Source: an optimization exercise on an open RTL-to-GDS flow (aim: small area). Production flows keep margins and buffers that such runs may drop. Only simulation tests tie the RTL to the original design; equivalence was not proved. The clock port is modelled as an ideal driver; clocking choices that lean on that would not hold on a real chip. No activity file was given, so power comes from the tool's default toggle rates.

v33:
## kraken_tx
module kraken_tx (
    input  wire        clk,
    input  wire        rst,
    input  wire        reg_sel,
    input  wire        reg_we,
    input  wire [3:0]  reg_addr,
    input  wire [31:0] reg_wdata,
    output reg  [31:0] reg_rdata,
    output wire        reg_ready,
    output reg         sl_req,
    output reg         sl_val,
    input  wire        sl_ack,
    input  wire        sl_err,
    output wire        line_en,
    input  wire        cancel_i
);
==> flow/config.mk <==
export PLATFORM = sky130hd
export DESIGN_NAME = kraken_tx
export DESIGN_NICKNAME = kraken_tx
export VERILOG_FILES = /design/flow/design.v
export SDC_FILE = /design/flow/constraint.sdc
export NUM_CORES = 4
export LEC_CHECK = 0
export CAP_MARGIN = 20
export CORE_MARGIN = 2
export CORE_UTILIZATION = 75
export CTS_BUF_LIST = sky130_fd_sc_hd__clkbuf_8
export CTS_CLUSTER_DIAMETER = 60
export CTS_CLUSTER_SIZE = 16
export SLEW_MARGIN = 20
==> flow/constraint.sdc <==
create_clock -name core_clock -period 10.0 [get_ports {clk}]
set_input_delay 2.0000 -clock core_clock [delete_from_list [all_inputs] [get_ports {clk}]]
set_output_delay 2.0000 -clock core_clock [all_outputs]
set_load 0.01 [all_outputs]
standard.sh (not shown) runs the stock make flow with config.mk's settings and CLKGATE_MAP_FILE= SYNTH_SCRIPT=/design/flow/synth_recipe.tcl, a recipe that flattens the netlist after the stock synthesis.
==> flow/flow/run.sh <==
#!/bin/bash
# Standard ORFS layout with these changes in how it is built:
#  - synthesis is the standard flow's script with ABC's mapping script replaced by flow/area.abc
#    (area-oriented; registers are mapped before ABC runs, so they stay the same);
#  - the port buffers that buffer_ports inserts are the smallest buffer cell;
#  - clock tree synthesis uses clkbuf_8 buffers, sink clusters of 16 and no dummy loads;
#  - after clock tree synthesis, cells on paths with slack to spare are downsized;
#  - the steps after synthesis also mark the largest buffer cells dont-use.
set -euo pipefail
here=$(pwd)
{ head -n 1 synth_recipe.tcl; cat flow/abc_override.tcl; tail -n +2 synth_recipe.tcl; } > my_synth.tcl
sed "s#SYNTH_SCRIPT=[^ ]*synth_recipe.tcl#SYNTH_SCRIPT=$here/my_synth.tcl#" standard.sh > my_standard.sh
grep -q "SYNTH_SCRIPT=$here/my_synth.tcl" my_standard.sh
export MY_ABC_SCRIPT="$here/flow/area.abc"
export BUFFER_PORTS_ARGS="-buffer_cell sky130_fd_sc_hd__buf_1"
export CTS_ARGS="-sink_clustering_enable -repair_clock_nets -dont_use_dummy_load -buf_list sky130_fd_sc_hd__clkbuf_8 -sink_clustering_size 16 -sink_clustering_max_diameter 60"
export POST_CTS_TCL="$here/flow/post_cts.tcl"
bash my_standard.sh synth > synth_flow.log 2>&1
# the steps after synthesis also mark the largest buffers dont-use, so that slew repair
# prefers smaller buffers
export DONT_USE_CELLS="sky130_fd_sc_hd__buf_8 sky130_fd_sc_hd__buf_12 sky130_fd_sc_hd__buf_16 sky130_fd_sc_hd__bufbuf_8 sky130_fd_sc_hd__bufbuf_16 sky130_fd_sc_hd__clkbuf_16"
bash my_standard.sh > standard_flow.log 2>&1
==> flow/flow/abc_override.tcl <==
# Map the combinational logic with flow/area.abc (an area-oriented ABC script)
# instead of ORFS's speed script; flip-flops are mapped before this step and
# are left as the standard synthesis makes them.
proc abc {args} {
  set i [lsearch -exact $args -script]
  if { $i >= 0 } { lset args [expr {$i + 1}] $::env(MY_ABC_SCRIPT) }
  yosys abc {*}$args
}
==> flow/flow/area.abc <==
strash
ifraig
scorr
dc2
strash
&get -n
&deepsyn -J 100
&dch -f
&nf -R 1000 -p
&put
topo
==> flow/flow/post_cts.tcl <==
# Downsize cells on paths that keep positive slack, then legalize again.
repair_timing -recover_power 100 -verbose
detailed_placement
check_placement -verbose
Here is what was changed in the inputs of v15 compared with v33.
--- a/flow/design.v
+++ b/flow/design.v
@@ -74,21 +74,19 @@
     input  wire        sl_ack,
     input  wire        sl_err,
     output wire        line_en,
     input  wire        cancel_i
 );
     localparam [13:0] TMR_END = 14'h0c48;
     localparam [1:0] ST_IDLE = 2'd0, ST_EXPORT = 2'd1, ST_FRAME = 2'd2, ST_REPEAT = 2'd3;
     reg [4:0]  cw_len;
     reg [61:0] cw_sym;
-    reg        e_done;
-    reg [1:0]  e_err;
-    reg        e_which;
+    reg [2:0]  e_code;
     reg [7:0]  e_val;
     reg [1:0]  state;
     reg        exported;
     reg        line_lvl;
     reg        cancel_pend;
     reg        t_done;
     reg [3:0]  t_code;
     reg [15:0] pos_r;
     reg [4:0]  pos_i;
@@ -254,38 +252,37 @@
                 sl_req <= 1'b0;
             end
             if (ack_ok) line_lvl <= sl_val;
         end
     end
     always @(posedge clk) begin
         if (rst) begin
             cw_len  <= 5'd0;
             cw_sym  <= 62'd0;
-            e_done  <= 1'b0;
-            e_err   <= 2'd0;
-            e_which <= 1'b0;
+            e_code  <= 3'd0;
             e_val   <= 8'd0;
         end else begin
             if (wr && reg_addr == 4'd1) cw_len <= reg_wdata[4:0];
             if (wr && reg_addr == 4'd2) cw_sym[31:0]  <= reg_wdata;
             if (wr && reg_addr == 4'd3) cw_sym[61:32] <= reg_wdata[29:0];
             if (do_enc) begin
-                e_done  <= 1'b1;
-                e_err   <= enc_err;
-                e_which <= enc_which;
+                e_code  <= {enc_err == 2'd3, enc_err[1] ^ enc_err[0], ~enc_err[1] | enc_which};
                 e_val   <= enc_val;
                 if (enc_err == 2'd0) begin
                     cw_len <= enc_len;
                     cw_sym <= enc_sym;
                 end
             end
         end
     end
+    wire       e_done  = (e_code != 3'd0);
+    wire [1:0] e_err   = {e_code[2] | (e_code[1] & ~e_code[0]), e_code[2] | (e_code[1] & e_code[0])};
+    wire       e_which = e_code[2] & e_code[0];
     wire       tc_hi = (t_code[3:2] != 2'd0);
     wire [3:0] t_val = tc_hi ? t_code : 4'd0;
     wire [2:0] t_err = {~tc_hi & t_code[1], tc_hi | (~t_code[1] & t_code[0]), ~tc_hi & t_code[1] & t_code[0]};
     always @(*) begin
         case (reg_addr)
             4'd1:    reg_rdata = {27'd0, cw_len};
             4'd2:    reg_rdata = cw_sym[31:0];
             4'd3:    reg_rdata = {2'd0, cw_sym[61:32]};
             4'd4:    reg_rdata = {8'd0, e_val, 3'd0, e_which, 2'd0, e_err, 4'd0, e_done, 3'd0};
Notes after the runs:
For v33 and v15, there was not a single run that failed to finish clean.
On v15: cell-internal power is about 0.45% lower than what v33 gave.
Cell with the biggest individual delay on the critical path = sky130_fd_sc_hd__nor4b_1: v33; cell with the biggest individual delay on the critical path = sky130_fd_sc_hd__a21boi_0: v15
v33 → v15: worst setup slack down 36 ps; adder-cell share of the synthesized area comparable.
Of v33 and v15, the run reporting the higher worst slew margin relative to its limit was v15.
Minimum clock period on v15 is behind v33.

==> afterwards: timing with drivers on the ports <==
The flow's constraints put no driver on any port. The routed layouts listed below were extracted and timed again, unchanged, in two steps. Step 1, drivers: a clkbuf_16 drives clk and a buf_2 each remaining input, both assumed. Step 2, shift: input delay + t, output delay - t, t = (earliest + latest rising clock arrival at the registers) / 2. This alone moves slack from input paths to output paths. Three values: ideal ports, drivers, drivers and shift; two values: the first two.
| run | shift t [ns] | slack for setup (ns) | worst slew at a driven data input, ns |
|---|---|---|---|
| v33 | 0.552 | 2.418 / 2.438 / 1.887 | 0.06 |
| v15 | 0.542 | 2.382 / 2.395 / 1.854 | 0.04 |
After both steps setup and hold are still met in every run listed. The setup slack of v33, which loses most, moves by +0.020 ns with the drivers and by -0.531 ns with both steps.
